Source: an optimization exercise on an open RTL-to-GDS flow (aim: a short achievable clock period and few clock cycles). Production flows keep margins and buffers that such runs may drop. Function was checked by simulation only, so behaviour that the tests miss may differ from the original.

==> 10-16: inputs <==
## z70_core
module z70_core (
    input  wire       clk,
    input  wire       rst,
    input  wire [8:0] pend,
    output wire [7:0] mem_addr,
    output wire       mem_we,
    output wire [7:0] mem_wdata,
    input  wire [7:0] mem_rdata,
    output wire       halted,
    output wire       faulted,
    output wire [1:0] fault_cause,
    output wire [7:0] fault_pc,
    output wire [8:0] fault_info,
    output wire [7:0] reg_a,
    output wire [7:0] reg_b,
    output wire [7:0] reg_i,
    output wire [8:0] pc,
    output wire [4:0] flags
);
make LEC_CHECK=0 ABC_CLOCK_PERIOD_IN_PS=3500 CAP_MARGIN=20 CELL_PAD_IN_SITES_DETAIL_PLACEMENT=1 CELL_PAD_IN_SITES_GLOBAL_PLACEMENT=1 CORE_MARGIN=2 CORE_UTILIZATION=40 PLACE_DENSITY=0.42 SETUP_SLACK_MARGIN=3 SLEW_MARGIN=20 finish   # period 8.5 ns
run.sh (not shown) runs the stock make flow with config.mk's settings and CLKGATE_MAP_FILE= SYNTH_SCRIPT=/design/flow/synth_recipe.tcl, a recipe that flattens the netlist after the stock synthesis.
==> inputs of 07-10, as changes to 10-16 <==
--- a/flow/design.v
+++ b/flow/design.v
@@ -87,39 +87,16 @@
     wire [7:0]   r_ri   = x_ii ? ri + 8'd1 : x_di ? ri - 8'd1 : ri;
     wire [255:0] r_rioh = x_ii ? rotup(ri_oh, 1) : x_di ? rotup(ri_oh, 255) : ri_oh;
     wire [7:0]   r_addr = r_ind ? r_ri : r_b1;
     wire [255:0] r_aoh  = r_ind ? r_rioh : r_b1oh;
     wire [7:0]   r_mb;
     wire         r_mv;
     z70_ohrd #(.W(8), .ROT(0)) u_rr (.d(mir), .oh(r_aoh), .q(r_mb));
     z70_ohrd #(.W(1), .ROT(0)) u_vr (.d(vld), .oh(r_aoh), .q(r_mv));
-    wire [7:0]   tb0, tb1;
-    wire [255:0] tb1oh;
-    wire         tv0, tv1, tv2, tv3;
-    wire         td_extra, td_needs_read, td_mem_is_ind;
-    wire         t_end, t_last;
-    wire         t_emit, t_stop, t_adv, t_fj;
-    wire [2:0]   t_t;
-    wire [8:0]   t_npc;
-    wire [255:0] t_npcoh;
-    z70_fetch u_ft (
-        .pc({1'b0, r_b1}), .oh(r_b1oh), .mir(mir), .vld(vld),
-        .pend_r(pend_r), .pend_m1(pend_m1), .pend_m2(pend_m2), .pend_m3(pend_m3),
-        .emit(t_emit), .t(t_t), .stop(t_stop), .adv(t_adv), .npc(t_npc), .npcoh(t_npcoh),
-        .b0(tb0), .b1(tb1), .b1oh(tb1oh), .ind(td_mem_is_ind), .rd(td_needs_read),
-        .v0(tv0), .v1(tv1), .v2(tv2), .v3(tv3), .extra(td_extra), .endp(t_end), .last(t_last), .fj(t_fj)
-    );
-    reg         rt_v, rt_stop;
-    reg [2:0]   rt_t;
-    reg [8:0]   rt_npc;
-    reg [255:0] rt_npcoh;
-    reg [7:0]   rt_b0, rt_b1;
-    reg [255:0] rt_b1oh;
-    reg         rt_ind, rt_rd, rt_fj;
     wire       rd_nop, rd_jump, rd_binary, rd_unary, rd_ill_op, rd_ill_md;
     wire       rd_extra, rd_dst_mem, rd_src_mem, rd_needs_read, rd_mem_is_ind;
     wire [2:0] rd_dkind, rd_skind;
     z70_decode u_dec_r (
         .ins(r_b0), .is_nop(rd_nop), .is_jump(rd_jump), .is_binary(rd_binary),
         .is_unary(rd_unary), .is_ill_op(rd_ill_op), .is_ill_md(rd_ill_md),
         .dkind(rd_dkind), .skind(rd_skind), .has_extra(rd_extra), .dst_mem(rd_dst_mem),
         .src_mem(rd_src_mem), .needs_read(rd_needs_read), .mem_is_ind(rd_mem_is_ind)
@@ -220,19 +197,16 @@
     wire smc_r = r_v && (st_r0[7:2] == 6'd0);
     wire smc_f = f_act && (st_f0[7:2] == 6'd0);
     wire [7:0] st_x0 = st_a - x_pc[7:0];
     wire smc_x = x_fj && (st_x0[7:2] == 6'd0);
     wire [8:0] x_hn = x_pc + (xd_extra ? 9'd2 : 9'd1);
     wire smc   = st_en && (smc_r || smc_f || smc_x);
     wire redir = jmp_redir || smc;
     wire r_redir = r_res && r_tk && !redir;
-    wire [7:0] st_t0 = st_a - r_b1;
-    wire t_ok = t_emit && !(st_en && (st_t0[7:2] == 6'd0));
-    wire use_rt = jmp_redir && rt_v;
     wire [8:0]   redir_pc = (smc && smc_x) ? x_hn : smc ? (r_v ? r_pc : fpc) : {1'b0, x_b1};
     wire [255:0] redir_oh = (smc && smc_x) ? (256'd1 << x_hn[7:0]) : smc ? (r_v ? r_pcoh : foh) : x_b1oh;
     wire r_need  = r_isop && r_rd;
     wire r_fwd   = st_en && (st_a == r_addr);
     wire r_ihaz  = r_isop && r_ind && x_wr_i && !x_ii && !x_di;
     wire r_stall = r_ihaz || (r_need && !r_fwd && !r_mv);
     wire [7:0] r_opnd = r_fwd ? st_d : r_mb;
     wire f_stall = r_stall;         
@@ -350,27 +324,16 @@
             r_pc     <= 9'd0;
             r_pcoh   <= 256'd1;
             r_b0     <= 8'h00;
             r_b1     <= 8'h00;
             r_b1oh   <= 256'd1;
             r_ind    <= 1'b0;
             r_rd     <= 1'b0;
             r_fj     <= 1'b0;
-            rt_v     <= 1'b0;
-            rt_t     <= T_OP;
-            rt_stop  <= 1'b0;
-            rt_npc   <= 9'd0;
-            rt_npcoh <= 256'd1;
-            rt_b0    <= 8'h00;
-            rt_b1    <= 8'h00;
-            rt_b1oh  <= 256'd1;
-            rt_ind   <= 1'b0;
-            rt_rd    <= 1'b0;
-            rt_fj    <= 1'b0;
             x_v      <= 1'b0;
             x_t      <= T_OP;
             x_pc     <= 9'd0;
             x_b0     <= 8'h00;
             x_b1     <= 8'h00;
             x_b1oh   <= 256'd1;
             x_mv     <= 8'h00;
             x_addr   <= 8'h00;
@@ -429,77 +392,36 @@
                     x_wb    <= r_wen && !rd_dst_mem && (rd_dkind == K_B);
                     x_wi    <= r_wen && !rd_dst_mem && (rd_dkind == K_I);
                     x_st    <= r_wen && rd_dst_mem;
                     x_fw    <= !r_mov && !r_not;
                     x_logic <= (r_op == 4'h4) || (r_op == 4'h5);
                     x_fj    <= r_fj;
                 end
             end
-            rt_v     <= r_v && (r_t == T_JCC) && !r_res && t_ok;
-            rt_t     <= t_t;
-            rt_stop  <= t_stop;
-            rt_npc   <= t_npc;
-            rt_npcoh <= t_npcoh;
-            rt_b0    <= tb0;
-            rt_b1    <= tb1;
-            rt_b1oh  <= tb1oh;
-            rt_ind   <= td_mem_is_ind;
-            rt_rd    <= td_needs_read;
-            rt_fj    <= t_fj;
-            if (use_rt) begin
-                r_v    <= 1'b1;
-                r_t    <= rt_t;
-                r_pc   <= {1'b0, x_b1};
-                r_pcoh <= x_b1oh;
-                r_b0   <= rt_b0;
-                r_b1   <= rt_b1;
-                r_b1oh <= rt_b1oh;
-                r_ind  <= rt_ind;
-                r_rd   <= rt_rd;
-                r_fj   <= rt_fj;
-            end else if (redir) begin
+            if (redir) begin
                 r_v <= 1'b0;
-            end else if (r_redir && t_ok) begin
-                r_v    <= 1'b1;
-                r_t    <= t_t;
-                r_pc   <= {1'b0, r_b1};
-                r_pcoh <= r_b1oh;
-                r_b0   <= tb0;
-                r_b1   <= tb1;
-                r_b1oh <= tb1oh;
-                r_ind  <= td_mem_is_ind;
-                r_rd   <= td_needs_read;
-                r_fj   <= t_fj;
             end else if (r_redir) begin
                 r_v <= 1'b0;
             end else if (!r_stall) begin
                 r_v    <= f_act && f_emit;
                 r_t    <= f_t;
                 r_pc   <= fpc;
                 r_pcoh <= foh;
                 r_b0   <= fb0;
                 r_b1   <= fb1;
                 r_b1oh <= fb1oh;
                 r_ind  <= fd_mem_is_ind;
                 r_rd   <= fd_needs_read;
                 r_fj   <= f_fj;
             end
-            if (use_rt) begin
-                fpc   <= rt_npc;
-                foh   <= rt_npcoh;
-                f_act <= !rt_stop;
-            end else if (redir) begin
+            if (redir) begin
                 fpc   <= redir_pc;
                 foh   <= redir_oh;
                 f_act <= 1'b1;
-            end else if (r_redir && t_ok) begin
-                fpc   <= t_npc;
-                foh   <= t_npcoh;
-                f_act <= !t_stop;
             end else if (r_redir) begin
                 fpc   <= {1'b0, r_b1};
                 foh   <= r_b1oh;
                 f_act <= 1'b1;
             end else if (f_act && !f_stall) begin
                 if (f_stop) f_act <= 1'b0;
                 if (f_adv) begin
                     fpc <= f_npc;
==> notes.md <==
status aborted with a tool error; failing step 5_1_grt; Run Error [ERROR GRT-0116] Global routing finished with congestion. Check the congestion regions in the DRC Viewer.; synthesized-area fraction occupied by adder cells 0.486%; FF+latch count, synth 4390
Source of the figures above: 10-16

==> notes.md <==
status aborted with a tool error; failing step 5_1_grt; Run Error [ERROR GRT-0116] Global routing finished with congestion. Check the congestion regions in the DRC Viewer.; FF+latch count, synth 3845; main combinational cell family by area after synthesis compound AO/OA/AOI/OAI gates; synthesized-area fraction occupied by adder cells 0.472%
Source of the figures above: 07-10

Testbench counts of 10-16, summed over its fixed seeds: cycles 49,982.
Testbench counts of 07-10, summed over its fixed seeds: cycles 53,104.
